Background: an optimization exercise with open tools, aiming at small area. Do not read the settings as production practice. RTL that was checked went through simulation tests only; none was proved equivalent to the original. Only the layout flow was run in runs 2, 3 and 7; the RTL was not checked for function there.

==> flow/design.v <==
module vig_permcore (
    input  wire       clk,
    input  wire       rst,         
    input  wire       in_valid,
    input  wire [1:0] in_op,       
    input  wire [7:0] in_data,
    input  wire [7:0] in_key,
    output wire       in_ready,
    output reg        out_valid,
    output wire [7:0] out_data,
    input  wire       out_ready,
    output reg        pvalid
);
    localparam OP_SEED      = 2'd0;
    localparam OP_SEED_LAST = 2'd1;
    localparam OP_ENC       = 2'd2;
    localparam OP_DEC       = 2'd3;
    function automatic [31:0] add;
        input [31:0] a;
        input [31:0] b;
        input        cin;
        integer n;
        reg c;
        begin
            c = cin;
            for (n = 0; n < 32; n = n + 1) begin
                add[n] = a[n] ^ b[n] ^ c;
                c = (a[n] & b[n]) | (a[n] & c) | (b[n] & c);
            end
        end
    endfunction
    reg        busy;        
    reg        start;       
    reg        fin;         
    reg        bld;         
    reg        bwd;         
    reg        hashing;     
    reg [15:0] s0;          
    reg [15:0] sf;          
    reg [15:0] s;           
    reg [7:0]  k;           
    reg [1:0]  ph;          
    reg [7:0]  r;           
    reg [7:0]  p;           
    reg [7:0]  key;         
    assign in_ready = !busy && (!out_valid || out_ready);
    wire in_fire  = in_valid && in_ready && !rst;
    wire out_fire = out_valid && out_ready;
    assign out_data = p;
    wire [15:0] h      = hashing ? s0 : 16'd5381;
    wire [31:0] h33    = add({11'd0, h, 5'd0}, {16'd0, h}, 1'b0);
    wire [31:0] h_sum  = add(h33, {24'd0, in_data}, 1'b0);
    wire [15:0] h_next = h_sum[15:0];
    wire        fw  = !bwd;
    wire [31:0] a1  = add({14'd0, fw ? {s, 2'b11} : {1'b0, s, 1'b0}}, {16'd0, s}, 1'b1);
    wire [31:0] a2  = add({9'd0, a1[18:0], fw ? 4'b1110 : 4'b0011}, {13'd0, a1[18:0]} ^ {32{fw}}, fw);
    wire [31:0] gw  = add({6'd0, a2[21:0], 4'b1110}, {10'd0, a2[21:0]}, 1'b0);
    wire [15:0] mc  = bwd ? {gw[8:0], 6'b111111, gw[25]} : a2[15:0];
    wire [15:0] mb  = bwd ? gw[24:9] : {9'd0, a2[22:16]};
    wire [31:0] md  = add({16'd0, mc}, ~{16'd0, mb}, 1'b1);
    wire [31:0] mr  = add({16'd0, md[15:0]}, 32'd0, md[16]);               
    wire [15:0] sn  = mr[15:0];
    wire [7:0]  byt  = (bwd && ph[1]) ? key : sn[7:0];
    wire [3:0]  nib  = ph[0] ? byt[3:0] : byt[7:4];
    wire        big  = (k[7:4] != 4'd0) || (k[3:0] == 4'hf);    
    wire [7:0]  r_in = {r[7:4], r[3:0] | ({4{ph == 2'd1 && big}} & byt[7:4])};
    reg  [7:0]  q;
    reg  [31:0] t;
    integer b;
    always @* begin
        q = r_in;
        for (b = 3; b >= 0; b = b - 1) begin
            t = add({23'd0, q, nib[b]}, {23'd0, 1'b1, ~k}, 1'b0);    
            q = t[9] ? t[7:0] : {q[6:0], nib[b]};
        end
    end
    wire [7:0] j    = q;
    wire [7:0] p_tr = (p == k) ? j : (p == j) ? k : p;
    wire [31:0] pk  = add({24'd0, p}, {24'd0, key ^ {8{!bwd}}}, !bwd);   
    wire last_ph = (ph == 2'd3);
    wire k_end   = bwd ? (k == 8'd255) : (k == 8'd1);
    wire [7:0] k_nx = bwd ? k + 8'd1 : k - 8'd1;
    always @(posedge clk) begin
        if (rst) begin
            busy      <= 1'b0;
            start     <= 1'b0;
            fin       <= 1'b0;
            hashing   <= 1'b0;
            pvalid    <= 1'b0;
            out_valid <= 1'b0;
        end else begin
            if (out_fire) out_valid <= 1'b0;
            if (in_fire) begin
                if (in_op == OP_SEED) begin
                    s0      <= h_next;
                    hashing <= 1'b1;
                end else begin
                    busy  <= 1'b1;
                    start <= 1'b1;
                    bld   <= (in_op == OP_SEED_LAST);
                    bwd   <= (in_op == OP_ENC);
                    k     <= (in_op == OP_ENC) ? 8'd1 : 8'd255;
                    ph    <= (in_op == OP_ENC) ? 2'd0 : 2'd1;
                    r     <= 8'd0;
                    p     <= in_data;
                    key   <= in_key;
                    if (in_op == OP_SEED_LAST) begin
                        s0      <= h_next;
                        hashing <= 1'b0;
                    end
                end
            end
            if (start) begin
                start <= 1'b0;
                s     <= bwd ? sf : s0;
                if (bwd) p <= pk[7:0];
            end else if (fin) begin
                fin  <= 1'b0;
                busy <= 1'b0;
                if (bld) begin
                    sf     <= s;
                    pvalid <= 1'b1;
                end else begin
                    out_valid <= 1'b1;
                    if (!bwd) p <= pk[7:0];
                end
            end else if (busy) begin
                r  <= last_ph ? 8'd0 : q;
                ph <= ph + 2'd1;
                if (ph[0]) s <= sn;
                if (bwd && ph == 2'd1) key <= s[7:0];
                if (last_ph) begin
                    p <= p_tr;
                    if (k_end)
                        fin <= 1'b1;
                    else begin
                        k  <= k_nx;
                        ph <= (k_nx[7:4] != 4'd0 || k_nx[3:0] == 4'hf) ? 2'd1 : 2'd0;
                    end
                end
            end
        end
    end
endmodule
==> flow/flow/run.sh <==
#!/bin/bash
# Own layout flow: the standard synthesis unchanged, then the standard layout with
# smaller port buffers and a clock tree of small buffers without dummy loads.
set -euo pipefail
bash standard.sh synth > synth.log 2>&1
bash standard.sh finish \
  BUFFER_PORTS_ARGS="-buffer_cell sky130_fd_sc_hd__buf_1" \
  CTS_ARGS="-sink_clustering_enable -repair_clock_nets -dont_use_dummy_load -buf_list {sky130_fd_sc_hd__clkbuf_4 sky130_fd_sc_hd__clkbuf_8}" \
  > layout.log 2>&1
==> flow/standard.sh <==
#!/bin/bash
# synth_recipe.tcl (not shown) runs the flow's synth.tcl, then flattens the netlist and writes it again
# the make line also repeats each setting of config.mk as NAME=value (left out here)
make -C /OpenROAD-flow-scripts/flow DESIGN_CONFIG=/design/flow/config.mk WORK_HOME=/design/flow/orfs CLKGATE_MAP_FILE= SYNTH_SCRIPT=/design/flow/synth_recipe.tcl "${@:-finish}"
==> flow/config.mk <==
export PLATFORM = sky130hd
export DESIGN_NAME = vig_permcore
export DESIGN_NICKNAME = vig_permcore
export VERILOG_FILES = /design/flow/design.v
export SDC_FILE = /design/flow/constraint.sdc
export NUM_CORES = 8
export LEC_CHECK = 0
export ABC_AREA = 1
export CAP_MARGIN = 20
export CORE_MARGIN = 2
export CORE_UTILIZATION = 25
export PLACE_DENSITY = 0.45
export SLEW_MARGIN = 20
==> flow/constraint.sdc <==
create_clock -name core_clock -period 55.0 [get_ports {clk}]
set_input_delay 11.0000 -clock core_clock [delete_from_list [all_inputs] [get_ports {clk}]]
set_output_delay 11.0000 -clock core_clock [all_outputs]
set_load 0.01 [all_outputs]
==> results of run 1 <==
==> registers in the layout, summed over array words and instances, names as in the netlist <==
signal,cells
bld,1
p,8
key,8
k,8
fin,1
ph,2
s,16
sf,16
bwd,1
start,1
out_valid,1
s0,16
r,8
pvalid,1
busy,1
hashing,1
==> per-layer routing <==
| metal | part of all wire (%) | track usage (%) |
|---|---|---|
| met4 | 1.0 | 2.86 |
| met3 | 4.1 | 1.74 |
| met2 | 44 | 23.7 |
| met5 | 0 | 0 |
| met1 | 51 | 22.4 |
==> cell families (layout without fill, tap and decap cells) <==
kind of cell,after synthesis,in the layout,share of synthesized area [%]
simple gates,467,467,20.2
buf+inv,230,242,9.13
compound gates,207,207,11.3
fa+ha+maj,155,155,27.7
flops,90,90,27.2
xor+xnor,49,49,4.42
==> area by class of cell <==
type	count	area (sq um)
fillers	4232	28000
flip-flops and latches	90	2640
clock buffers	9	124
inverters	191	717
multi-input cells	878	6180
well taps	518	648
repair buffers	42	195
==> metrics by stage <==
step                hold slack, ns
floorplan                    0.426
global placement             0.454
detailed placement           0.453
CTS                          0.490
global route                 0.511
finish                       0.490
==> Yosys cell counts (3+ instances only) <==
master | n | area share [%]
o22ai_1 | 14 | 0.90
nand3_1 | 77 | 4.0
or2_2 | 12 | 0.77
inv_1 | 187 | 7.2
a21oi_1 | 46 | 2.4
xnor2_1 | 23 | 2.1
o211ai_1 | 3 | 0.23
nand4_1 | 6 | 0.39
inv_2 | 4 | 0.15
nand2_2 | 4 | 0.26
o21ai_0 | 130 | 6.7
dfxtp_1 | 6 | 1.2
edfxtp_1 | 84 | 26
ha_1 | 55 | 7.1
o21bai_1 | 5 | 0.39
clkbuf_1 | 26 | 1.0
and2_1 | 4 | 0.26
fa_1 | 100 | 21
buf_2 | 9 | 0.46
nand2_1 | 278 | 11
xor2_1 | 26 | 2.3
nor2_1 | 76 | 2.9
nand3_2 | 3 | 0.31
==> how the worst max path moves through the flow <==
stage	slack, ns	from	endpoint	cells after the start
after floorplan	24.52	bwd$_DFFE_PP_	p[0]$_DFFE_PP_	129
after global placement	23.68	bwd$_DFFE_PP_	p[2]$_DFFE_PP_	127
after detailed placement	23.02	bwd$_DFFE_PP_	p[3]$_DFFE_PP_	127
after CTS	23.09	bwd$_DFFE_PP_	p[6]$_DFFE_PP_	127
after global routing	21.21	bwd$_DFFE_PP_	p[1]$_DFFE_PP_	129
final	23.13	bwd$_DFFE_PP_	p[3]$_DFFE_PP_	127
==> critical path: cells and delay by family, from the launching register on <==
kind | cells | cell delay [ns]
compound gates | 2 | 0.73
fa+ha+maj | 81 | 26.43
simple gates | 22 | 2.28
xor+xnor | 1 | 0.08
flops | 1 | 0.40
buf+inv | 21 | 1.52
==> metrics.yaml, run 1 <==
synth:
  syn_nets: 1375
  syn_area_sq_um: 9700
  synthFlopType: "edfxtp_1"
  async_flop_share_pct: 0
  syn_avg_cell_area_sq_um: 8.10
  synth_edf_count: 84
  syn_inst: 1198
  yosysUniqueCellTypes: 37
  yosysWarningCount: 1
  ys_ff_latch: 90
  ys_seq_area_share_pct: 27.2
routing:
  drt-total-wl_um: 29600
  post_drt_wl_per_cell_um: 17.1
  post-route-drc-count: 0
  drt_iter0_drc: 666
  vias: 7865
  ant_nets: 0
  dr.pass1.iters: 6
  via_per_inst: 4.55
timing:
  rsz0062_at_grt: "false"
  setup_ws_ns: 23.13
  slew_headroom_pct: 35.7
  fin_crit_sh_pct: 57.9
  period_minus_slack_ns: 31.87
  skew_ns: 0.0351
  fmax_mhz: 31.4
  tns_ns: 0
  worst_pin_slew_ns: 0.963
  report.final.slew_viol_count: 0
  hold_viol_final: 0
  setup_viol: 0
global_route:
  grt-ovfl-total: 0
  grt_pass1_wl_um: 47200
  grt_max_degree: 62
  first_global_vias: 8057
  grt_antenna_before_repair: 0
  gr-usage-all-layers_pct: 15.1
placement:
  post_dp_cell_area_sq_um: 10400
  place_ws_ns: 23.02
  dp.cells: 1719
  place_hpwl_um: 23700
  gp_congestion: 0.870
  io_buffers: 32
final_layout:
  nets: 1389
  area_delta_synth_final_pct: 8.28
  drive_gt1_share_pct: 3.80
  stdcell_area_sq_um: 10500
  fin_cells: 1728
  layout_commonest_cell: "nand2_1"
  layout_common_cells: "nand2_1 (278), inv_1 (186), o21ai_0 (130)"
  antenna_cells: 0
  final_util_pct: 27.3
die:
  num_rows: 72
  core_sq_um: 38500
  fp.dieW_um: 201
  die_h_um: 201
  start_util_pct: 25.2
  io_pins: 33
  dieArea_sq_um: 40400
clocking:
  cts_buffer_depth: 2
  clk_pin_slew_worst_paths_ns: 0.10
  insertion_delay_ns: 0.39
  clock_sinks: 90
  ctsHoldBuffers: 0
  ctsResizeCount: 0
  cts_setup_buffers: 0
  cts_root_buf: "clkbuf_8"
  tritoncts: "yes"
  htreeDepth: 3
  cts_buffers: 9
setup_path:
  crit_top_cell: "fa_1"
  cp_max_fo: 59
  r2r-start: "bwd$_DFFE_PP_"
  crit_path_end_kind: "register"
  critPathKind: "register to register"
  reg2reg_to: "p[3]$_DFFE_PP_"
  critPathRequiredTime_ns: 54.99
  critPathMaxStageDelay_ns: 0.58
  reg2reg_depth: 127
  crit_slowest_cell: "a21oi_1"
  regToRegSetupSlack_ns: 23.13
  cp.arrival_ns: 31.85
  worstSetupStartpointType: "register"
hold_path:
  hold_start: "pvalid$_SDFFE_PP0P_"
  hold_path_depth: 2
  hold_path.class: "register to register"
  worst_hold_path.endpoint: "pvalid$_SDFFE_PP0P_"
outcome:
  status: "no timing/DRC/antenna violations"
job:
  drv_cap: 0
==> run 2, diff against run 1 <==
--- a/flow/design.v
+++ b/flow/design.v
@@ -48,8 +48,8 @@
     wire out_fire = out_valid && out_ready;
     assign out_data = p;
     wire [15:0] h      = hashing ? s0 : 16'd5381;
-    wire [31:0] h33    = add({11'd0, h, 5'd0}, {16'd0, h}, 1'b0);
-    wire [31:0] h_sum  = add(h33, {24'd0, in_data}, 1'b0);
+    wire [31:0] hx     = add({16'd0, h}, {24'd0, in_data}, 1'b0);
+    wire [31:0] h_sum  = add(hx, {11'd0, h, 5'd0}, 1'b0);
     wire [15:0] h_next = h_sum[15:0];
     wire        fw  = !bwd;
     wire [31:0] a1  = add({14'd0, fw ? {s, 2'b11} : {1'b0, s, 1'b0}}, {16'd0, s}, 1'b1);
==> run 2 against run 1 <==
  * Sequential share of layout area is 0.45 points higher
  * Via count decreased by 3.4%
  * Non-clock buffer count fell by 2
  * Cell count down 3.1%
  * Synthesized cell count is 4.3% lower
  * Hold slack lost 0.013 ns
  * Count of clock-buffer cells in the layout stayed put
  * Synthesized area fell by 1.8%
==> metrics.yaml, run 2 <==
clocking:
  insertion_delay_ns: 0.38
  clk_pin_slew_worst_paths_ns: 0.10
  cts_buffer_depth: 2
  cts_root_buf: "clkbuf_8"
  htreeDepth: 3
  tritoncts: "yes"
  cts_setup_buffers: 0
  ctsResizeCount: 0
  ctsHoldBuffers: 0
  clock_sinks: 90
  cts_buffers: 9
timing:
  rsz0062_at_grt: "false"
  fin_crit_sh_pct: 60.2
  setup_viol: 0
  report.final.slew_viol_count: 0
  hold_ws_ns: 0.477
  period_minus_slack_ns: 33.12
  fmax_mhz: 30.2
  hold_viol_final: 0
  worst_pin_slew_ns: 0.930
  tns_ns: 0
  skew_ns: 0.0227
  setup_ws_ns: 21.88
  slew_headroom_pct: 37.8
synth:
  yosysWarningCount: 1
  async_flop_share_pct: 0
  synth_commonest_cells: "nand2_1 (236), inv_1 (185), nor2_1 (109)"
  syn_inst: 1146
  syn_nets: 1323
  ys_seq_area_share_pct: 27.7
  yosysUniqueCellTypes: 44
  syn_area_sq_um: 9520
  synth_edf_count: 84
  yosysMostFrequentCell: "nand2_1"
  synthFlopType: "edfxtp_1"
  synth.largest_area_cell: "edfxtp_1"
  synth.top_cell.area_share_pct: 26.5
  synth_area_leaders: "edfxtp_1 (26%), fa_1 (21%), nand2_1 (9.3%)"
  ys_ff_latch: 90
  syn_avg_cell_area_sq_um: 8.31
global_route:
  grt_pass1_wl_um: 44400
  first_global_vias: 7746
  grt_max_degree: 73
  grt-ovfl-total: 0
  gr-usage-all-layers_pct: 14.9
  grt_antenna_before_repair: 0
setup_path:
  worstSetupStartpointType: "register"
  critPathRequiredTime_ns: 55.00
  r2r-start: "bwd$_DFFE_PP_"
  reg2reg_depth: 127
  critPathMaxStageDelay_ns: 0.86
  crit_path_end_kind: "register"
  cp.arrival_ns: 33.12
  cp_max_fo: 72
  crit_slowest_cell: "edfxtp_1"
  critPathKind: "register to register"
  cp-startpoint: "bwd$_DFFE_PP_"
  crit_top_cell: "fa_1"
die:
  io_pins: 33
  die_h_um: 199
  core_sq_um: 37600
  start_util_pct: 25.3
  num_rows: 71
  dieArea_sq_um: 39700
  fp.dieW_um: 199
final_layout:
  nets: 1342
  area_delta_synth_final_pct: 8.34
  largestRegisters: "s0: 16 flops, s: 16 flops, sf: 16 flops"
  layout_commonest_cell: "nand2_1"
  layout_common_cells: "nand2_1 (236), inv_1 (185), nor2_1 (109)"
  drive_gt1_share_pct: 3.78
  antenna_cells: 0
placement:
  place_ws_ns: 21.83
  gp_congestion: 0.880
  place_hpwl_um: 22900
  io_buffers: 32
routing:
  post_drt_wl_per_cell_um: 17.0
  post-route-drc-count: 0
  drt-total-wl_um: 28500
  via_per_inst: 4.54
  ant_nets: 0
  vias: 7600
  dr.pass1.iters: 5
  drt_iter0_drc: 545
outcome:
  status: "no timing/DRC/antenna violations"
hold_path:
  hold_path.class: "register to register"
  hold_start: "s[14]$_DFFE_PP_"
  hold_path_depth: 0
job:
  drv_cap: 0
run 2: cell types whose count changed in the layout (fill, tap and decap cells not counted), sizes merged, moves of 2 or more:
cell / change
a21oi: -10
o21ai: -48
nand3: -7
nor3: +5
o22ai: +19
a31oi: -2
o211ai: +6
nand2: -43
nor2: +31
o21bai: -4
buf: -2
mux2i: +2
run 2: stage by stage:
step / cell area, sq um / instances / util, %
after floorplan: 9520 / 1146 / -
after global placement: 10200 / 1665 / 27.1
after detailed placement: 10200 / 1665 / 27.1
after CTS: 10300 / 1674 / 27.5
after global routing: 10300 / 1674 / 27.5
final: 10300 / 1674 / 27.5
run 2: final timing paths:
check | slack (ns) | to
worst max register to register | 21.88 | p[0]$_DFFE_PP_
worst min register to register | 0.48 | sf[14]$_DFFE_PP_
worst min-delay path | 0.48 | sf[14]$_DFFE_PP_
worst max-delay path | 21.88 | p[0]$_DFFE_PP_
run 2: worst max-delay path: cells and delay by family, from the launching register on:
kind | cells | cell delay, ns
compound gates | 2 | 0.75
flops | 1 | 0.86
buf+inv | 23 | 2.46
simple gates | 22 | 2.63
fa+ha+maj | 79 | 25.93
xor+xnor | 1 | 0.09
run 2: kinds of logic after synthesis:
family	synth area share, %
compound gates	9.87
xor+xnor	4.51
fa+ha+maj	28.2
buf+inv	9.14
flops	27.7
mux	0.210
simple gates	20.3
run 2: final cells by class:
class	count	area, sq um
flip-flops and latches	90	2640
multi-input cells	833	6010
clock buffers	9	124
well taps	511	639
fillers	4120	27300
repair buffers	40	180
inverters	191	717
run 2: layer usage:
| layer | part of all wire (%) | wire, um | global-route usage (%) | vias up |
|---|---|---|---|---|
| li1 | - | - | - | 3717 |
| met2 | 51 | 14500 | 26.5 | 190 |
| met1 | 43 | 12300 | 19.3 | 3668 |
| met4 | 1.5 | 441 | 3.45 | 0 |
| met3 | 4.2 | 1200 | 1.67 | 25 |
| met5 | 0 | 0 | 0 | - |
==> run 3, diff against run 2 <==
--- a/flow/design.v
+++ b/flow/design.v
@@ -75,7 +75,8 @@
         end
     end
     wire [7:0] j    = q;
-    wire [7:0] p_tr = (p == k) ? j : (p == j) ? k : p;
+    wire       hit  = (p == k) || (p == j);
+    wire [7:0] p_tr = hit ? (p ^ k ^ j) : p;
     wire [31:0] pk  = add({24'd0, p}, {24'd0, key ^ {8{!bwd}}}, !bwd);   
     wire last_ph = (ph == 2'd3);
     wire k_end   = bwd ? (k == 8'd255) : (k == 8'd1);
==> run 3 against run 2 <==
  * Sequential share of layout area is 0.17 points lower
  * Worst setup slack better by 1.9 ns
  * Design area increased by 0.66%
  * Routed wire length is 4.8% lower
  * Die area grew 0.64%
==> metrics.yaml, run 3 <==
outcome:
  status: "no timing/DRC/antenna violations"
global_route:
  gr-usage-all-layers_pct: 14.3
  grt_antenna_before_repair: 0
  grt_pass1_wl_um: 42700
  grt-ovfl-total: 0
  first_global_vias: 7335
  grt_max_degree: 70
clocking:
  ctsResizeCount: 0
  cts_buffers: 9
  ctsHoldBuffers: 0
  tritoncts: "yes"
  cts_setup_buffers: 0
  cts_buffer_depth: 2
  clk_pin_slew_worst_paths_ns: 0.10
  insertion_delay_ns: 0.38
  htreeDepth: 3
  clock_sinks: 90
  cts_root_buf: "clkbuf_8"
routing:
  wl_met3_um: 1050
  drt-total-wl_um: 27100
  top_layer: "met4"
  dr.pass1.iters: 4
  wl_met1_um: 13900
  vias: 7463
  ant_nets: 0
  drt_iter0_drc: 530
  post_drt_wl_per_cell_um: 16.2
  via_per_inst: 4.47
  post-route-drc-count: 0
  wl_met2_um: 11900
synth:
  syn_avg_cell_area_sq_um: 8.37
  async_flop_share_pct: 0
  synth_compound_area_share_pct: 9.50
  yosysWarningCount: 1
  synthSimpleGateAreaFrac_pct: 20.8
  yosysUniqueCellTypes: 44
  yosysMostFrequentCell: "nand2_1"
  synth.largest_area_cell: "edfxtp_1"
  ys_seq_area_share_pct: 27.6
  synth.top_cell.area_share_pct: 26.3
  ys_ff_latch: 90
  synth_top_family_by_area: "adder cells"
  synth_edf_count: 84
  synth_mux_area_share_pct: 0.117
  syn_area_sq_um: 9590
  synth_commonest_cells: "nand2_1 (250), inv_1 (187), fa_1 (102)"
  syn_inst: 1145
  synthFlopType: "edfxtp_1"
  syn_nets: 1320
  synth-xor-area-share_pct: 4.75
  synth_fa_ha_area_share_pct: 28.0
  synth_area_leaders: "edfxtp_1 (26%), fa_1 (21%), nand2_1 (9.8%)"
placement:
  post_dp_cell_area_sq_um: 10200
  place_hpwl_um: 22400
  gp_congestion: 0.848
  place_ws_ns: 23.43
  io_buffers: 32
timing:
  report.final.slew_viol_count: 0
  hold_viol_final: 0
  setup_viol: 0
  skew_ns: 0.0231
  worst_pin_slew_ns: 0.947
  tns_ns: 0
  fmax_mhz: 32.1
  fin_crit_sh_pct: 56.7
  period_minus_slack_ns: 31.20
  slew_headroom_pct: 36.7
  setup_ws_ns: 23.80
  rsz0062_at_grt: "false"
die:
  dieArea_sq_um: 39900
  core_sq_um: 37800
  die_h_um: 200
  io_pins: 33
  start_util_pct: 25.4
  num_rows: 71
  fp.dieW_um: 200
setup_path:
  worstSetupStartpointType: "register"
  crit_slowest_cell: "fa_1"
  critPathMaxStageDelay_ns: 0.55
  critPathRequiredTime_ns: 55.03
  critPathKind: "register to register"
  reg2reg_depth: 128
  crit_cells: 128
  cp_max_fo: 69
  crit_top_cell: "fa_1"
  crit_path_end_kind: "register"
  critPathBufInv: 23
  cp_top_family: "adder cells"
  cp.arrival_ns: 31.23
final_layout:
  area_delta_synth_final_pct: 8.34
  layout_common_cells: "nand2_1 (250), inv_1 (187), fa_1 (102)"
  stdcell_area_sq_um: 10400
  antenna_cells: 0
  largestRegisters: "s0: 16 flops, s: 16 flops, sf: 16 flops"
  layout_commonest_cell: "nand2_1"
  drive_gt1_share_pct: 5.78
  nets: 1337
hold_path:
  hold_path_depth: 0
  hold_path.class: "register to register"
job:
  drv_cap: 0
-- run 3: cell count changes after synthesis, sizes merged, moves of 4 or more --
cell,before,now
ha,55,51
xnor2,24,30
nor2,111,101
o22ai,33,28
nand2,239,263
o21a,1,6
o211ai,9,2
nand3,73,63
o221ai,0,7
o21ai,83,73
-- run 3: path summary, 6_finish.rpt --
| check | startpoint | to | slack (ns) |
|---|---|---|---|
| max | bwd$_DFFE_PP_ | p[3]$_DFFE_PP_ | 23.80 |
| min | s[13]$_DFFE_PP_ | sf[13]$_DFFE_PP_ | 0.51 |
| max reg2reg | bwd$_DFFE_PP_ | p[3]$_DFFE_PP_ | 23.80 |
| min reg2reg | s[13]$_DFFE_PP_ | sf[13]$_DFFE_PP_ | 0.51 |
-- run 3: layer usage --
metal / GRT usage [%] / vias to the layer above
li1: - / 3684
met1: 21.4 / 3607
met2: 22.1 / 160
met3: 1.55 / 12
met4: 2.99 / 0
met5: 0 / -
-- run 3: layout make-up --
| class | count | area [sq um] |
|---|---|---|
| tap | 511 | 639 |
| sequential | 90 | 2640 |
| fill | 4083 | 27400 |
| clock buffer | 9 | 124 |
| multi-input combinational | 828 | 6060 |
| timing repair buffer | 41 | 191 |
| inverter | 192 | 726 |
-- run 3: worst reg2reg max path, delay by kind of cell, from the launching register on --
kind / cells / cell delay [ns]
compound gates: 3 / 0.65
xor+xnor: 1 / 0.06
fa+ha+maj: 81 / 25.82
buf+inv: 23 / 1.70
flops: 1 / 0.40
simple gates: 20 / 2.29
-- run 3: cells by family after synthesis --
| kind of cell | count (synthesis) |
|---|---|
| AO/OA/AOI/OAI | 160 |
| XOR/XNOR | 52 |
| adder cells (fa/ha/maj) | 153 |
| buffers and inverters | 227 |
| flip-flops | 90 |
| multiplexers | 1 |
| AND/OR/NAND/NOR | 462 |
-- run 3: through the flow --
stage | hold slack, ns | utilization, % | std cells
2_1_floorplan | 0.426 | - | 1145
3_3_place_gp | 0.485 | 27.1 | 1661
3_5_place_dp | 0.472 | 27.1 | 1661
4_1_cts | 0.503 | 27.5 | 1670
5_1_grt | 0.516 | 27.5 | 1671
6_report | 0.506 | 27.5 | 1671
==> run 4, diff against run 3 <==
--- a/flow/design.v
+++ b/flow/design.v
@@ -48,8 +48,8 @@
     wire out_fire = out_valid && out_ready;
     assign out_data = p;
     wire [15:0] h      = hashing ? s0 : 16'd5381;
-    wire [31:0] hx     = add({16'd0, h}, {24'd0, in_data}, 1'b0);
-    wire [31:0] h_sum  = add(hx, {11'd0, h, 5'd0}, 1'b0);
+    wire [31:0] h33    = add({11'd0, h, 5'd0}, {16'd0, h}, 1'b0);
+    wire [31:0] h_sum  = add(h33, {24'd0, in_data}, 1'b0);
     wire [15:0] h_next = h_sum[15:0];
     wire        fw  = !bwd;
     wire [31:0] a1  = add({14'd0, fw ? {s, 2'b11} : {1'b0, s, 1'b0}}, {16'd0, s}, 1'b1);
==> run 4 against run 3 <==
  * Still clean
  * Die area shrank 1.4%
  * Design area shrank 1.2%
  * Worst setup slack gained 0.12 ns
  * Via count shrank 3.5%
  * Hold slack lost 0.036 ns
  * Sequential cell count is the same
  * Register-to-register slack gained 0.12 ns
==> metrics.yaml, run 4 <==
timing:
  worst_pin_slew_ns: 0.902
  hold_ws_ns: 0.470
  setup_ws_ns: 23.92
  setup_viol: 0
  report.final.slew_viol_count: 0
  slew_headroom_pct: 39.7
  fin_crit_sh_pct: 56.5
  fmax_mhz: 32.2
  tns_ns: 0
  rsz0062_at_grt: "false"
  skew_ns: 0.0207
  period_minus_slack_ns: 31.08
  hold_viol_final: 0
clocking:
  tritoncts: "yes"
  insertion_delay_ns: 0.38
  clock_sinks: 90
  cts_setup_buffers: 0
  cts_buffer_depth: 2
  clk_pin_slew_worst_paths_ns: 0.09
  ctsHoldBuffers: 0
  cts_root_buf: "clkbuf_8"
  cts_buffers: 9
  htreeDepth: 3
  ctsResizeCount: 0
synth:
  synth.top_cell.area_share_pct: 26.7
  syn_inst: 1105
  synth_edf_count: 84
  syn_avg_cell_area_sq_um: 8.55
  syn_nets: 1280
  yosysMostFrequentCell: "nand2_1"
  synthFlopType: "edfxtp_1"
  synth.largest_area_cell: "edfxtp_1"
  yosysWarningCount: 1
  synth_top_family_by_area: "adder cells"
  synth_commonest_cells: "nand2_1 (245), inv_1 (176), fa_1 (102)"
  syn_area_sq_um: 9450
  synth_mux_area_share_pct: 0.119
  synth_area_leaders: "edfxtp_1 (27%), fa_1 (22%), nand2_1 (9.7%)"
  synthSimpleGateAreaFrac_pct: 19.9
  synth_compound_area_share_pct: 9.71
  async_flop_share_pct: 0
  synth-xor-area-share_pct: 5.19
  yosysUniqueCellTypes: 48
  synth_fa_ha_area_share_pct: 28.4
  ys_ff_latch: 90
  ys_seq_area_share_pct: 28.0
setup_path:
  reg2reg_depth: 129
  crit_path_end_kind: "register"
  cp.arrival_ns: 31.10
  reg2reg_to: "p[4]$_DFFE_PP_"
  cp_max_fo: 23
  crit_slowest_cell: "fa_1"
  critPathKind: "register to register"
  critPathMaxStageDelay_ns: 0.55
  regToRegSetupSlack_ns: 23.92
  r2r-start: "bwd$_DFFE_PP_"
  crit_top_cell: "fa_1"
  cp-startpoint: "bwd$_DFFE_PP_"
  critPathRequiredTime_ns: 55.02
  worstSetupStartpointType: "register"
final_layout:
  layout_common_cells: "nand2_1 (245), inv_1 (176), fa_1 (102)"
  layout_commonest_cell: "nand2_1"
  stdcell_area_sq_um: 10300
  largestRegisters: "s0: 16 flops, s: 16 flops, sf: 16 flops"
  drive_gt1_share_pct: 6.14
  fillers: 4100
  nets: 1301
  antenna_cells: 0
  area_delta_synth_final_pct: 8.65
die:
  start_util_pct: 25.3
  dieArea_sq_um: 39400
  core_sq_um: 37400
  num_rows: 71
  die_h_um: 198
  fp.dieW_um: 198
  io_pins: 33
placement:
  place_ws_ns: 23.77
  gp_congestion: 0.866
  place_hpwl_um: 22000
  post_dp_cell_area_sq_um: 10100
  io_buffers: 32
hold_path:
  hold_start: "s[14]$_DFFE_PP_"
  worst_hold_path.endpoint: "sf[14]$_DFFE_PP_"
  hold_path_depth: 0
  hold_path.class: "register to register"
routing:
  vias: 7200
  drt-total-wl_um: 26700
  wl_met1_um: 13200
  via_per_inst: 4.40
  post-route-drc-count: 0
  post_drt_wl_per_cell_um: 16.3
  top_layer: "met5"
  dr.pass1.iters: 6
  wl_met2_um: 11800
  wl_met3_um: 1080
  ant_nets: 0
  drt_iter0_drc: 508
global_route:
  grt_max_degree: 65
  grt_pass1_wl_um: 42500
  grt-ovfl-total: 0
  gr-usage-all-layers_pct: 14.4
  grt_antenna_before_repair: 1
  first_global_vias: 7285
outcome:
  status: "no timing/DRC/antenna violations"
job:
  drv_cap: 0
[run 4: cell count changes in the layout (fill, tap and decap cells not counted), moves of 4 or more]
cell	change
nor2_1	-15
o211ai_1	+5
o221ai_1	-5
nand3_2	-4
o21ai_2	+5
xor2_1	+4
nand2_2	-4
nand4_1	-4
nand2_1	-5
inv_1	-11
o21ai_0	-9
[run 4: how the worst max path moves through the flow]
| stage | to | slack, ns | cells past startpoint |
|---|---|---|---|
| floorplan | p[0]$_DFFE_PP_ | 25.24 | 132 |
| global route | p[6]$_DFFE_PP_ | 22.16 | 129 |
| finish | p[4]$_DFFE_PP_ | 23.92 | 129 |
| global placement | p[1]$_DFFE_PP_ | 24.27 | 131 |
| detailed placement | p[7]$_DFFE_PP_ | 23.77 | 129 |
| CTS | p[4]$_DFFE_PP_ | 23.86 | 129 |
[run 4: area by class of cell]
type | instances | area [sq um] | share of cell area, %
repair buffers | 41 | 188 | 1.83
well taps | 511 | 639 | 6.23
clock buffers | 9 | 124 | 1.21
multi-input cells | 802 | 5980 | 58.3
flip-flops and latches | 90 | 2640 | 25.7
inverters | 182 | 688 | 6.70
[run 4: layer usage]
| metal | GRT usage, % | up-vias |
|---|---|---|
| met5 | 0 | - |
| met4 | 4.07 | 2 |
| met3 | 2.24 | 25 |
| met2 | 22.1 | 136 |
| met1 | 20.8 | 3468 |
| li1 | - | 3569 |
[run 4: cells by family after synthesis]
logic type | Yosys count
AO/OA/AOI/OAI | 158
XOR/XNOR | 56
adder cells (fa/ha/maj) | 153
buffers and inverters | 213
flip-flops | 90
multiplexers | 1
AND/OR/NAND/NOR | 434
[run 4: critical path, delay by kind of cell, from the launching register on]
| kind | cells | cell delay, ns |
|---|---|---|
| and+or+nand+nor | 17 | 1.91 |
| buffers and inverters | 24 | 1.67 |
| xor gates and xnor gates | 1 | 0.06 |
| adders and majority gates | 81 | 25.71 |
| DFF | 1 | 0.36 |
| AOI/OAI and AO/OA | 6 | 1.00 |
[run 4: metrics by stage]
step | util (%) | std cells
global placement | 27.1 | 1626
CTS | 27.4 | 1635
global route | 27.4 | 1635
floorplan | - | 1105
finish | 27.4 | 1635
detailed placement | 27.1 | 1626
==> run 5, diff against run 4 <==
--- a/flow/config.mk
+++ b/flow/config.mk
@@ -8,6 +8,6 @@
 export ABC_AREA = 1
 export CAP_MARGIN = 20
 export CORE_MARGIN = 2
-export CORE_UTILIZATION = 25
-export PLACE_DENSITY = 0.45
+export CORE_UTILIZATION = 50
+export PLACE_DENSITY = 0.65
 export SLEW_MARGIN = 20
==> run 5 against run 4 <==
  * Register-to-register slack got worse by 0.23 ns
  * Critical path depth unchanged
  * Largest cell class unchanged
  * Synthesized area is the same
  * Worst setup slack lost 0.23 ns
  * Non-clock buffer count is the same
  * Synthesized cell count is the same
  * Clock skew up 0.018 ns
  * Sequential share of layout area rose by 0.91 points
  * Global-route usage is 11 points higher
==> metrics.yaml, run 5 <==
synth:
  yosysWarningCount: 1
  synth.top_cell.area_share_pct: 26.7
  ys_seq_area_share_pct: 28.0
  synthFlopType: "edfxtp_1"
  synth_area_leaders: "edfxtp_1 (27%), fa_1 (22%), nand2_1 (9.7%)"
  yosysMostFrequentCell: "nand2_1"
  synth_edf_count: 84
  yosysUniqueCellTypes: 48
  syn_avg_cell_area_sq_um: 8.55
  async_flop_share_pct: 0
  syn_nets: 1280
  synth_commonest_cells: "nand2_1 (245), inv_1 (176), fa_1 (102)"
  syn_area_sq_um: 9450
  synth.largest_area_cell: "edfxtp_1"
  syn_inst: 1105
  ys_ff_latch: 90
timing:
  skew_ns: 0.0389
  setup_viol: 0
  fmax_mhz: 31.9
  slew_headroom_pct: 43.1
  rsz0062_at_grt: "false"
  tns_ns: 0
  hold_ws_ns: 0.480
  fin_crit_sh_pct: 56.9
  hold_viol_final: 0
  report.final.slew_viol_count: 0
  setup_ws_ns: 23.69
  worst_pin_slew_ns: 0.851
  period_minus_slack_ns: 31.31
setup_path:
  crit_path_end_kind: "register"
  crit_slowest_cell: "fa_1"
  critPathRequiredTime_ns: 55.02
  critPathKind: "register to register"
  cp_max_fo: 70
  cp.arrival_ns: 31.33
  crit_top_cell: "fa_1"
  critPathMaxStageDelay_ns: 0.54
  worstSetupStartpointType: "register"
  regToRegSetupSlack_ns: 23.69
die:
  num_rows: 50
  die_h_um: 141
  io_pins: 33
  dieArea_sq_um: 20000
  fp.dieW_um: 141
  core_sq_um: 18600
  start_util_pct: 50.7
clocking:
  clock_sinks: 90
  htreeDepth: 3
  cts_setup_buffers: 0
  ctsHoldBuffers: 0
  cts_buffer_depth: 2
  cts_buffers: 9
  clk_pin_slew_worst_paths_ns: 0.11
  cts_root_buf: "clkbuf_8"
  ctsResizeCount: 0
  insertion_delay_ns: 0.38
  tritoncts: "yes"
final_layout:
  antenna_cells: 0
  layout_commonest_cell: "nand2_1"
  layout_common_cells: "nand2_1 (245), inv_1 (176), fa_1 (102)"
  nets: 1301
  drive_gt1_share_pct: 6.05
  largestRegisters: "s0: 16 flops, s: 16 flops, sf: 16 flops"
  area_delta_synth_final_pct: 4.95
routing:
  vias: 7438
  dr.pass1.iters: 5
  post_drt_wl_per_cell_um: 17.5
  via_per_inst: 5.48
  ant_nets: 0
  drt-total-wl_um: 23700
  post-route-drc-count: 0
  drt_iter0_drc: 815
global_route:
  first_global_vias: 7352
  grt_max_degree: 71
  gr-usage-all-layers_pct: 25.1
  grt-ovfl-total: 0
  grt_pass1_wl_um: 38800
  grt_antenna_before_repair: 0
placement:
  place_ws_ns: 23.54
  io_buffers: 32
  gp_congestion: 0.945
  place_hpwl_um: 19300
hold_path:
  hold_path.class: "register to register"
outcome:
  status: "no timing/DRC/antenna violations"
job:
  drv_cap: 0
==> run 5: cell counts after synthesis <==
No cell type changed its count.
==> run 5: worst paths after layout <==
path | from | endpoint | depth (start not counted)
max | bwd$_DFFE_PP_ | p[0]$_DFFE_PP_ | 129
min | s[10]$_DFFE_PP_ | sf[10]$_DFFE_PP_ | 0
max reg2reg | bwd$_DFFE_PP_ | p[0]$_DFFE_PP_ | 129
min reg2reg | s[10]$_DFFE_PP_ | sf[10]$_DFFE_PP_ | 0
==> run 5: metal layers <==
metal  GRT usage [%]  up-vias  part of all wire (%)
li1                -     3575                     -
met1            38.7     3532                    47
met2            36.6      305                    43
met3            5.20       26                   8.8
met4            5.53        0                   1.6
met5               0        -                     0
==> run 5: through the flow <==
stage | instances | util [%] | cell area, sq um
finish | 1358 | 53.2 | 9910
global route | 1358 | 53.2 | 9910
CTS | 1358 | 53.2 | 9910
detailed placement | 1349 | 52.5 | 9790
global placement | 1349 | 52.5 | 9790
floorplan | 1105 | - | 9450
==> run 5: worst max-delay path: cells and delay by family (launching register included) <==
| kind | cells | cell delay (ns) |
|---|---|---|
| AOI/OAI and AO/OA | 5 | 0.92 |
| xor gates and xnor gates | 1 | 0.07 |
| adders and majority gates | 81 | 25.77 |
| buffers and inverters | 23 | 1.75 |
| DFF | 1 | 0.39 |
| and+or+nand+nor | 19 | 1.98 |
==> run 5: cell families after synthesis <==
family	Yosys count	share of synthesized area (%)
and+or+nand+nor	434	19.9
buffers and inverters	213	8.78
muxes	1	0.119
adders and majority gates	153	28.4
AOI/OAI and AO/OA	158	9.71
xor gates and xnor gates	56	5.19
DFF	90	28.0
==> run 5: layout make-up <==
type / count / area, sq um
Sequential cell: 90 / 2640
Clock buffer: 9 / 124
Timing Repair Buffer: 41 / 188
Tap cell: 234 / 293
Inverter: 182 / 688
Multi-Input combinational cell: 802 / 5980
Fill cell: 1760 / 8730
==> run 6, diff against run 5 <==
--- a/flow/design.v
+++ b/flow/design.v
@@ -52,7 +52,7 @@
     wire [31:0] h_sum  = add(h33, {24'd0, in_data}, 1'b0);
     wire [15:0] h_next = h_sum[15:0];
     wire        fw  = !bwd;
-    wire [31:0] a1  = add({14'd0, fw ? {s, 2'b11} : {1'b0, s, 1'b0}}, {16'd0, s}, 1'b1);
+    wire [31:0] a1  = add({14'd0, s, fw ? 2'b11 : 2'b01}, {16'd0, s} ^ {32{bwd}}, 1'b1);
     wire [31:0] a2  = add({9'd0, a1[18:0], fw ? 4'b1110 : 4'b0011}, {13'd0, a1[18:0]} ^ {32{fw}}, fw);
     wire [31:0] gw  = add({6'd0, a2[21:0], 4'b1110}, {10'd0, a2[21:0]}, 1'b0);
     wire [15:0] mc  = bwd ? {gw[8:0], 6'b111111, gw[25]} : a2[15:0];
==> run 6 against run 5 <==
  * Critical endpoint is now p[1]$_DFFE_PP_
  * Die area shrank 1.0%
  * Count of clock-buffer cells in the layout is the same
  * Cell count shrank 3.4%
  * Still clean
  * Hold slack lost 0.0075 ns
  * Fmax grew 0.44%
  * Design area shrank 1.2%
  * Utilization shrank 0.26 points
==> metrics.yaml, run 6 <==
outcome:
  status: "no timing/DRC/antenna violations"
timing:
  fin_crit_sh_pct: 56.7
  setup_ws_ns: 23.83
  slew_headroom_pct: 40.9
  worst_pin_slew_ns: 0.884
  tns_ns: 0
  skew_ns: 0.0296
  report.final.slew_viol_count: 0
  period_minus_slack_ns: 31.17
  setup_viol: 0
  fmax_mhz: 32.1
  hold_viol_final: 0
  rsz0062_at_grt: "false"
routing:
  ant_nets: 0
  post_drt_wl_per_cell_um: 17.3
  vias: 7124
  dr.pass1.iters: 5
  drt_iter0_drc: 715
  post-route-drc-count: 0
  via_per_inst: 5.43
  drt-total-wl_um: 22700
die:
  core_sq_um: 18500
  start_util_pct: 50.5
  num_rows: 50
  io_pins: 33
  die_h_um: 141
  dieArea_sq_um: 19800
  fp.dieW_um: 141
synth:
  ys_ff_latch: 90
  synth_area_leaders: "edfxtp_1 (27%), fa_1 (22%), nand2_1 (8.2%)"
  synthFlopType: "edfxtp_1"
  yosysMostFrequentCell: "nand2_1"
  yosysUniqueCellTypes: 45
  synth_edf_count: 84
  syn_nets: 1237
  yosysWarningCount: 1
  syn_area_sq_um: 9350
  syn_inst: 1063
  ys_seq_area_share_pct: 28.3
  syn_avg_cell_area_sq_um: 8.79
  synth.largest_area_cell: "edfxtp_1"
  synth_commonest_cells: "nand2_1 (203), inv_1 (179), fa_1 (101)"
  synth.top_cell.area_share_pct: 27.0
  async_flop_share_pct: 0
placement:
  post_dp_cell_area_sq_um: 9680
  gp_congestion: 0.921
  place_ws_ns: 23.69
  dp.cells: 1303
  place_hpwl_um: 18300
  io_buffers: 32
hold_path:
  hold_path.class: "register to register"
  hold_start: "pvalid$_SDFFE_PP0P_"
clocking:
  htreeDepth: 3
  cts_buffer_depth: 2
  insertion_delay_ns: 0.38
  ctsHoldBuffers: 0
  ctsResizeCount: 0
  clk_pin_slew_worst_paths_ns: 0.09
  cts_root_buf: "clkbuf_8"
  clock_sinks: 90
  cts_buffers: 9
  tritoncts: "yes"
  cts_setup_buffers: 0
setup_path:
  crit_top_cell: "fa_1"
  r2r-start: "bwd$_DFFE_PP_"
  crit_path_end_kind: "register"
  worstSetupStartpointType: "register"
  cp-startpoint: "bwd$_DFFE_PP_"
  cp_max_fo: 14
  critPathKind: "register to register"
  cp.arrival_ns: 31.18
  critPathRequiredTime_ns: 55.01
  crit_slowest_cell: "a31oi_1"
  critPathMaxStageDelay_ns: 0.62
global_route:
  grt_antenna_before_repair: 0
  gr-usage-all-layers_pct: 24.3
  first_global_vias: 6876
  grt_max_degree: 61
  grt_pass1_wl_um: 37100
  grt-ovfl-total: 0
final_layout:
  layout_commonest_cell: "nand2_1"
  drive_gt1_share_pct: 6.68
  area_delta_synth_final_pct: 4.82
  multi_input_area_sq_um: 5850
  antenna_cells: 0
  largestRegisters: "s0: 16 flops, s: 16 flops, sf: 16 flops"
  regArea_sq_um: 2640
  layout_common_cells: "nand2_1 (203), inv_1 (179), fa_1 (101)"
  nets: 1254
  stdcell_area_sq_um: 9800
  fin_cells: 1312
  fillers: 1753
job:
  drv_cap: 0
## run 6: cell types whose count changed in the layout (fill, tap and decap cells not counted), moves of 5 or more
cell      before  now
nand2_2        8   31
nand2_1      245  203
o211ai_1       7   12
or2_2         15    6
o21ai_2        8    2
nand3_1       53   19
xor2_1        26   51
xnor2_1       30   19
## run 6: cell type report
class / instances / share of cell area, %
Sequential cell: 90 / 27.0
Tap cell: 234 / 2.99
Multi-Input combinational cell: 753 / 59.7
Inverter: 187 / 7.24
Timing Repair Buffer: 39 / 1.80
Clock buffer: 9 / 1.26
## run 6: per-stage QoR
| step | utilization [%] | hold WS (ns) |
|---|---|---|
| 2_1_floorplan | - | 0.444 |
| 3_3_place_gp | 52.2 | 0.441 |
| 3_5_place_dp | 52.3 | 0.452 |
| 4_1_cts | 52.9 | 0.476 |
| 5_1_grt | 52.9 | 0.477 |
| 6_report | 52.9 | 0.472 |
## run 6: kinds of logic (layout without fill, tap and decap cells)
kind of cell | count (synthesis) | in the layout | share of synthesized area, %
flip-flops | 90 | 90 | 28.3
multiplexers | 4 | 4 | 0.428
buffers and inverters | 220 | 235 | 9.17
AO/OA/AOI/OAI | 162 | 162 | 10.1
XOR/XNOR | 70 | 70 | 6.56
AND/OR/NAND/NOR | 365 | 365 | 17.0
adder cells (fa/ha/maj) | 152 | 152 | 28.5
## run 6: routing by layer
layer | track usage (%) | wire length (um) | vias up
met3 | 3.57 | 1860 | 21
met1 | 38.0 | 10700 | 3436
met5 | 0 | 0 | -
met2 | 35.8 | 9910 | 251
li1 | - | - | 3416
met4 | 5.47 | 308 | 0
## run 6: final timing paths
kind | endpoint | slack, ns | depth (start not counted)
setup / recovery | p[1]$_DFFE_PP_ | 23.83 | 123
hold / removal | pvalid$_SDFFE_PP0P_ | 0.47 | 2
setup reg to reg | p[1]$_DFFE_PP_ | 23.83 | 123
hold reg to reg | pvalid$_SDFFE_PP0P_ | 0.47 | 2
## run 6: worst max-delay path: cells and delay by family (launching register included)
kind | cells | cell delay, ns
simple gates | 13 | 1.33
compound gates | 7 | 1.55
buf+inv | 21 | 1.40
xor+xnor | 3 | 0.56
fa+ha+maj | 79 | 25.37
flops | 1 | 0.59
==> run 7, diff against run 6 <==
--- a/flow/design.v
+++ b/flow/design.v
@@ -34,7 +34,7 @@
     reg        fin;         
     reg        bld;         
     reg        bwd;         
-    reg        hashing;     
+    reg [15:0] h;           
     reg [15:0] s0;          
     reg [15:0] sf;          
     reg [15:0] s;           
@@ -47,12 +47,11 @@
     wire in_fire  = in_valid && in_ready && !rst;
     wire out_fire = out_valid && out_ready;
     assign out_data = p;
-    wire [15:0] h      = hashing ? s0 : 16'd5381;
     wire [31:0] h33    = add({11'd0, h, 5'd0}, {16'd0, h}, 1'b0);
     wire [31:0] h_sum  = add(h33, {24'd0, in_data}, 1'b0);
     wire [15:0] h_next = h_sum[15:0];
     wire        fw  = !bwd;
-    wire [31:0] a1  = add({14'd0, s, fw ? 2'b11 : 2'b01}, {16'd0, s} ^ {32{bwd}}, 1'b1);
+    wire [31:0] a1  = add({14'd0, fw ? {s, 2'b11} : {1'b0, s, 1'b0}}, {16'd0, s}, 1'b1);
     wire [31:0] a2  = add({9'd0, a1[18:0], fw ? 4'b1110 : 4'b0011}, {13'd0, a1[18:0]} ^ {32{fw}}, fw);
     wire [31:0] gw  = add({6'd0, a2[21:0], 4'b1110}, {10'd0, a2[21:0]}, 1'b0);
     wire [15:0] mc  = bwd ? {gw[8:0], 6'b111111, gw[25]} : a2[15:0];
@@ -63,7 +62,7 @@
     wire [7:0]  byt  = (bwd && ph[1]) ? key : sn[7:0];
     wire [3:0]  nib  = ph[0] ? byt[3:0] : byt[7:4];
     wire        big  = (k[7:4] != 4'd0) || (k[3:0] == 4'hf);    
-    wire [7:0]  r_in = {r[7:4], r[3:0] | ({4{ph == 2'd1 && big}} & byt[7:4])};
+    wire [7:0]  r_in = (ph == 2'd0) ? 8'd0 : (ph == 2'd1 && big) ? {4'd0, byt[7:4]} : r;
     reg  [7:0]  q;
     reg  [31:0] t;
     integer b;
@@ -81,20 +80,21 @@
     wire last_ph = (ph == 2'd3);
     wire k_end   = bwd ? (k == 8'd255) : (k == 8'd1);
     wire [7:0] k_nx = bwd ? k + 8'd1 : k - 8'd1;
+    always @(posedge clk)
+        r <= q;
     always @(posedge clk) begin
         if (rst) begin
             busy      <= 1'b0;
             start     <= 1'b0;
             fin       <= 1'b0;
-            hashing   <= 1'b0;
+            h         <= 16'd5381;
             pvalid    <= 1'b0;
             out_valid <= 1'b0;
         end else begin
             if (out_fire) out_valid <= 1'b0;
             if (in_fire) begin
                 if (in_op == OP_SEED) begin
-                    s0      <= h_next;
-                    hashing <= 1'b1;
+                    h <= h_next;
                 end else begin
                     busy  <= 1'b1;
                     start <= 1'b1;
@@ -102,12 +102,11 @@
                     bwd   <= (in_op == OP_ENC);
                     k     <= (in_op == OP_ENC) ? 8'd1 : 8'd255;
                     ph    <= (in_op == OP_ENC) ? 2'd0 : 2'd1;
-                    r     <= 8'd0;
                     p     <= in_data;
                     key   <= in_key;
                     if (in_op == OP_SEED_LAST) begin
-                        s0      <= h_next;
-                        hashing <= 1'b0;
+                        h  <= 16'd5381;
+                        s0 <= h_next;
                     end
                 end
             end
@@ -126,7 +125,6 @@
                     if (!bwd) p <= pk[7:0];
                 end
             end else if (busy) begin
-                r  <= last_ph ? 8'd0 : q;
                 ph <= ph + 2'd1;
                 if (ph[0]) s <= sn;
                 if (bwd && ph == 2'd1) key <= s[7:0];
==> run 7 against run 6 <==
  * Die area increased by 7.0%
  * Register-to-register slack lost 1.1 ns
  * Cell count grew 12%
  * Sequential share of layout area increased by 0.32 points
==> metrics.yaml, run 7 <==
outcome:
  status: "no timing/DRC/antenna violations"
routing:
  post_drt_wl_per_cell_um: 16.9
  drt_iter0_drc: 719
  post-route-drc-count: 0
  ant_nets: 0
  vias: 7822
  via_per_inst: 5.32
  drt-total-wl_um: 24800
  dr.pass1.iters: 5
global_route:
  grt-ovfl-total: 0
  grt_antenna_before_repair: 0
  grt_pass1_wl_um: 39900
  grt_max_degree: 90
  gr-usage-all-layers_pct: 24.0
  first_global_vias: 7440
synth:
  synth_top_family_by_area: "adder cells"
  syn_area_sq_um: 10000
  synth_edf_count: 76
  synth_area_leaders: "edfxtp_1 (23%), fa_1 (20%), nand2_1 (9.2%)"
  synth_mux_area_share_pct: 0.300
  syn_avg_cell_area_sq_um: 8.44
  synth_fa_ha_area_share_pct: 27.0
  synthSimpleGateAreaFrac_pct: 19.5
  ys_ff_latch: 105
  async_flop_share_pct: 0
  yosysUniqueCellTypes: 47
  yosysWarningCount: 1
  yosysMostFrequentCell: "nand2_1"
  synthFlopType: "edfxtp_1"
  synth_compound_area_share_pct: 10.4
  ys_seq_area_share_pct: 28.6
  synth_commonest_cells: "nand2_1 (247), inv_1 (198), nor2_1 (102)"
  synth.largest_area_cell: "edfxtp_1"
  syn_nets: 1366
  syn_inst: 1188
  synth.top_cell.area_share_pct: 22.8
  synth-xor-area-share_pct: 4.81
clocking:
  tritoncts: "yes"
  ctsResizeCount: 0
  insertion_delay_ns: 0.39
  cts_buffers: 9
  cts_setup_buffers: 0
  clock_sinks: 105
  htreeDepth: 3
  clk_pin_slew_worst_paths_ns: 0.09
  cts_buffer_depth: 2
  ctsHoldBuffers: 0
  cts_root_buf: "clkbuf_8"
die:
  die_h_um: 146
  core_sq_um: 19600
  io_pins: 33
  start_util_pct: 51.2
  fp.dieW_um: 146
  dieArea_sq_um: 21200
  num_rows: 51
timing:
  report.final.slew_viol_count: 0
  tns_ns: 0
  slew_headroom_pct: 33.1
  rsz0062_at_grt: "false"
  worst_pin_slew_ns: 1.00
  fin_crit_sh_pct: 58.8
  hold_ws_ns: 0.486
  hold_viol_final: 0
  setup_viol: 0
  skew_ns: 0.0408
  fmax_mhz: 30.9
  period_minus_slack_ns: 32.32
setup_path:
  cp.arrival_ns: 32.32
  crit_slowest_cell: "edfxtp_1"
  critPathKind: "register to register"
  critPathRequiredTime_ns: 55.01
  crit_path_end_kind: "register"
  cp_max_fo: 17
  worstSetupStartpointType: "register"
  crit_top_cell: "fa_1"
  critPathMaxStageDelay_ns: 0.56
final_layout:
  drive_gt1_share_pct: 4.49
  stdcell_area_sq_um: 10500
  nets: 1384
  final_util_pct: 53.6
  antenna_cells: 0
  layout_commonest_cell: "nand2_1"
  area_delta_synth_final_pct: 4.68
  fillers: 1827
  layout_common_cells: "nand2_1 (247), inv_1 (198), nor2_1 (101)"
hold_path:
  hold_path.class: "register to register"
placement:
  place_hpwl_um: 19900
  io_buffers: 32
  post_dp_cell_area_sq_um: 10400
  gp_congestion: 0.913
job:
  drv_cap: 0
## run 7: cell count changes after synthesis, moves of 8 or more
cell and change:
nand2_1 +44, nand3_1 +35, o21ai_0 +31, xor2_1 -27, dfxtp_1 +23, nand2_2 -22, nor2_1 +20, inv_1 +19
xnor2_1 +12, edfxtp_1 -8
## run 7: worst paths after layout
path,from,end,slack [ns],cells after the start
max reg2reg,bwd$_DFFE_PP_,p[1]$_DFFE_PP_,22.68,123
min,pvalid$_SDFFE_PP0P_,pvalid$_SDFFE_PP0P_,0.49,2
max,bwd$_DFFE_PP_,p[1]$_DFFE_PP_,22.68,123
min reg2reg,pvalid$_SDFFE_PP0P_,pvalid$_SDFFE_PP0P_,0.49,2
## run 7: layout make-up
type	instances	area, sq um	share of cell area (%)
timing repair buffer	41	188	1.79
multi-input combinational	847	6220	59.3
tap	265	332	3.16
inverter	202	763	7.27
clock buffer	9	124	1.18
sequential	105	2860	27.3
## run 7: metrics by stage
stage / instances / worst slack (ns)
finish: 1469 / 22.68
global route: 1469 / 21.02
CTS: 1469 / 22.67
detailed placement: 1460 / 22.51
global placement: 1460 / 23.37
floorplan: 1188 / 23.66
## run 7: cells by family (layout without fill, tap and decap cells)
logic type | count (synthesis) | count (layout)
and+or+nand+nor | 446 | 446
buffers and inverters | 236 | 252
AOI/OAI and AO/OA | 187 | 187
adders and majority gates | 156 | 156
DFF | 105 | 105
xor gates and xnor gates | 55 | 55
muxes | 3 | 3
## run 7: critical path: cells and delay by family, from the launching register on
| kind | cells | cell delay, ns |
|---|---|---|
| AOI/OAI and AO/OA | 4 | 1.23 |
| xor gates and xnor gates | 1 | 0.06 |
| adders and majority gates | 81 | 26.97 |
| buffers and inverters | 19 | 1.25 |
| DFF | 1 | 0.56 |
| and+or+nand+nor | 18 | 1.82 |
## run 7: per-layer routing
metal	wire length (um)	GRT usage, %
met5	0	0
met3	1880	4.98
met1	12000	36.6
met4	395	5.15
met2	10600	35.1
==> run 8, diff against run 7 <==
--- a/flow/design.v
+++ b/flow/design.v
@@ -47,8 +47,8 @@
     wire in_fire  = in_valid && in_ready && !rst;
     wire out_fire = out_valid && out_ready;
     assign out_data = p;
-    wire [31:0] h33    = add({11'd0, h, 5'd0}, {16'd0, h}, 1'b0);
-    wire [31:0] h_sum  = add(h33, {24'd0, in_data}, 1'b0);
+    wire [31:0] hx     = add({16'd0, h}, {24'd0, in_data}, 1'b0);
+    wire [31:0] h_sum  = add(hx, {11'd0, h, 5'd0}, 1'b0);
     wire [15:0] h_next = h_sum[15:0];
     wire        fw  = !bwd;
     wire [31:0] a1  = add({14'd0, fw ? {s, 2'b11} : {1'b0, s, 1'b0}}, {16'd0, s}, 1'b1);
@@ -62,7 +62,7 @@
     wire [7:0]  byt  = (bwd && ph[1]) ? key : sn[7:0];
     wire [3:0]  nib  = ph[0] ? byt[3:0] : byt[7:4];
     wire        big  = (k[7:4] != 4'd0) || (k[3:0] == 4'hf);    
-    wire [7:0]  r_in = (ph == 2'd0) ? 8'd0 : (ph == 2'd1 && big) ? {4'd0, byt[7:4]} : r;
+    wire [7:0]  r_in = {r[7:4], r[3:0] | ({4{ph == 2'd1 && big}} & byt[7:4])};
     reg  [7:0]  q;
     reg  [31:0] t;
     integer b;
@@ -80,8 +80,6 @@
     wire last_ph = (ph == 2'd3);
     wire k_end   = bwd ? (k == 8'd255) : (k == 8'd1);
     wire [7:0] k_nx = bwd ? k + 8'd1 : k - 8'd1;
-    always @(posedge clk)
-        r <= q;
     always @(posedge clk) begin
         if (rst) begin
             busy      <= 1'b0;
@@ -102,6 +100,7 @@
                     bwd   <= (in_op == OP_ENC);
                     k     <= (in_op == OP_ENC) ? 8'd1 : 8'd255;
                     ph    <= (in_op == OP_ENC) ? 2'd0 : 2'd1;
+                    r     <= 8'd0;
                     p     <= in_data;
                     key   <= in_key;
                     if (in_op == OP_SEED_LAST) begin
@@ -125,6 +124,7 @@
                     if (!bwd) p <= pk[7:0];
                 end
             end else if (busy) begin
+                r  <= last_ph ? 8'd0 : q;
                 ph <= ph + 2'd1;
                 if (ph[0]) s <= sn;
                 if (bwd && ph == 2'd1) key <= s[7:0];
==> run 8 against run 7 <==
  * Critical endpoint is now p[7]$_DFFE_PP_
  * Sequential share of layout area up 0.90 points
  * Via count up 2.0%
  * Clock skew up 0.0015 ns
  * Register-to-register slack better by 0.66 ns
  * Hold slack worse by 0.0015 ns
  * Synthesized area down 0.67%
  * Cell count down 0.48%
  * Critical path type unchanged
==> metrics.yaml, run 8 <==
clocking:
  cts_buffers: 9
  clk_pin_slew_worst_paths_ns: 0.11
  cts_setup_buffers: 0
  ctsHoldBuffers: 0
  clock_sinks: 105
  insertion_delay_ns: 0.39
  tritoncts: "yes"
  ctsResizeCount: 0
  htreeDepth: 3
  cts_root_buf: "clkbuf_8"
  cts_buffer_depth: 2
global_route:
  first_global_vias: 7386
  grt_antenna_before_repair: 0
  grt-ovfl-total: 0
  grt_max_degree: 78
  grt_pass1_wl_um: 39800
  gr-usage-all-layers_pct: 24.2
setup_path:
  cp.arrival_ns: 31.69
  crit_path_end_kind: "register"
  critPathRequiredTime_ns: 55.03
  crit_top_cell: "fa_1"
  critPathMaxStageDelay_ns: 0.64
  crit_slowest_cell: "edfxtp_1"
  critPathKind: "register to register"
  worstSetupStartpointType: "register"
  cp_max_fo: 17
routing:
  dr.pass1.iters: 6
  post_drt_wl_per_cell_um: 17.3
  drt_iter0_drc: 848
  via_per_inst: 5.46
  post-route-drc-count: 0
  drt-total-wl_um: 25200
  ant_nets: 0
  vias: 7980
timing:
  rsz0062_at_grt: "false"
  slew_headroom_pct: 40.6
  period_minus_slack_ns: 31.66
  skew_ns: 0.0423
  worst_pin_slew_ns: 0.890
  fin_crit_sh_pct: 57.6
  fmax_mhz: 31.6
  tns_ns: 0
  setup_viol: 0
  report.final.slew_viol_count: 0
  hold_viol_final: 0
placement:
  dp.cells: 1453
  io_buffers: 32
  place_hpwl_um: 20400
  gp_congestion: 0.901
  post_dp_cell_area_sq_um: 10300
final_layout:
  fin_cells: 1462
  antenna_cells: 0
  fillers: 1834
  layout_commonest_cell: "nand2_1"
  area_delta_synth_final_pct: 4.89
  nets: 1376
  multi_input_area_sq_um: 6060
  layout_common_cells: "nand2_1 (237), inv_1 (204), fa_1 (100)"
  regArea_sq_um: 2940
  stdcell_area_sq_um: 10400
  drive_gt1_share_pct: 3.76
synth:
  synth_area_leaders: "edfxtp_1 (25%), fa_1 (20%), nand2_1 (8.9%)"
  syn_avg_cell_area_sq_um: 8.42
  syn_inst: 1182
  yosysWarningCount: 1
  ys_ff_latch: 105
  yosysMostFrequentCell: "nand2_1"
  async_flop_share_pct: 0
  synthFlopType: "edfxtp_1"
  synth.top_cell.area_share_pct: 25.3
  synth_edf_count: 84
  yosysUniqueCellTypes: 42
  synth_commonest_cells: "nand2_1 (237), inv_1 (204), fa_1 (100)"
  ys_seq_area_share_pct: 29.6
  synth.largest_area_cell: "edfxtp_1"
  syn_nets: 1359
  syn_area_sq_um: 9960
hold_path:
  hold_path.class: "register to register"
die:
  num_rows: 51
  start_util_pct: 51.0
  core_sq_um: 19500
  dieArea_sq_um: 21100
  fp.dieW_um: 145
  die_h_um: 145
  io_pins: 33
job:
  drv_cap: 0
outcome:
  status: "no timing/DRC/antenna violations"
[run 8: cell count changes after synthesis, moves of 6 or more]
cell,previous run,this run
nand2_1,247,237
nor2_1,102,94
nand3_1,54,66
buf_2,4,11
inv_1,198,204
edfxtp_1,76,84
o21ai_0,88,78
dfxtp_1,29,21
[run 8: final timing paths]
path / slack (ns) / to / from / cells past startpoint
max reg2reg: 23.34 / p[7]$_DFFE_PP_ / bwd$_DFFE_PP_ / 129
min: 0.48 / h[13]$_SDFFE_PP0P_ / h[13]$_SDFFE_PP0P_ / 2
max: 23.34 / p[7]$_DFFE_PP_ / bwd$_DFFE_PP_ / 129
min reg2reg: 0.48 / h[13]$_SDFFE_PP0P_ / h[13]$_SDFFE_PP0P_ / 2
[run 8: through the flow]
step	util, %	setup WS, ns	hold WS (ns)
4_1_cts	53.5	23.36	0.485
3_5_place_dp	52.8	23.17	0.454
3_3_place_gp	52.8	24.02	0.461
5_1_grt	53.5	21.77	0.503
6_report	53.5	23.34	0.485
2_1_floorplan	-	24.58	0.426
[run 8: area by class of cell]
type                            instances  area share [%]
Clock buffer                            9            1.19
Inverter                              210            7.55
Tap cell                              265            3.18
Multi-Input combinational cell        831            58.0
Sequential cell                       105            28.2
Timing Repair Buffer                   42            1.87
[run 8: kinds of logic after synthesis]
logic type,after synthesis,share of synthesized area (%)
buf+inv,246,9.61
compound gates,182,10.3
fa+ha+maj,155,27.0
mux,2,0.201
xor+xnor,57,5.01
simple gates,435,18.3
flops,105,29.6
[run 8: metal layers]
| metal | vias to the layer above | track usage [%] | routed length (um) |
|---|---|---|---|
| li1 | 3818 | - | - |
| met4 | 0 | 5.29 | 375 |
| met2 | 318 | 34.8 | 10600 |
| met3 | 34 | 5.31 | 2050 |
| met1 | 3810 | 37.6 | 12300 |
| met5 | - | 0 | 0 |
[run 8: worst max-delay path, delay by kind of cell, from the launching register on]
kind	cells	cell delay [ns]
compound gates	4	0.93
xor+xnor	1	0.07
fa+ha+maj	81	25.89
buf+inv	24	1.51
flops	1	0.64
simple gates	19	2.25

-- separate check: timing with driven ports --
How much do the figures lean on ideal ports? The routed layouts below were timed once more, with nothing changed but the port constraints.
Step 1 sets driving cells, clkbuf_16 on the clock port and buf_2 on the other inputs (assumed; they add their load-dependent delay and slew).
Step 2 also shifts input and output timing later by t, the mid clock arrival at the registers, as if the neighbouring blocks saw the same clock.
Slacks: no drivers / after step 1 / after step 2; pairs: no drivers / after step 1.
run | t, ns | setup WS [ns] | worst setup path at the end | latest minus earliest clock arrival (ns) | cell pins on the clock port's net
run 1 | 0.418 | 23.133 / 23.133 / 23.133 | register to register | 0.036 / 0.036 | 1
run 2 | 0.419 | 21.881 / 21.881 / 21.881 | register to register | 0.023 / 0.023 | 1
run 3 | 0.415 | 23.800 / 23.800 / 23.800 | register to register | 0.023 / 0.023 | 1
run 4 | 0.422 | 23.918 / 23.918 / 23.918 | register to register | 0.020 / 0.021 | 1
run 5 | 0.401 | 23.693 / 23.693 / 23.693 | register to register | 0.039 / 0.039 | 1
run 6 | 0.412 | 23.829 / 23.829 / 23.829 | register to register | 0.039 / 0.039 | 1
run 7 | 0.409 | 22.684 / 22.684 / 22.684 | register to register | 0.041 / 0.041 | 1
run 8 | 0.410 | 23.343 / 23.343 / 23.343 | register to register | 0.045 / 0.044 | 1
After both steps setup and hold are still met in every run listed.
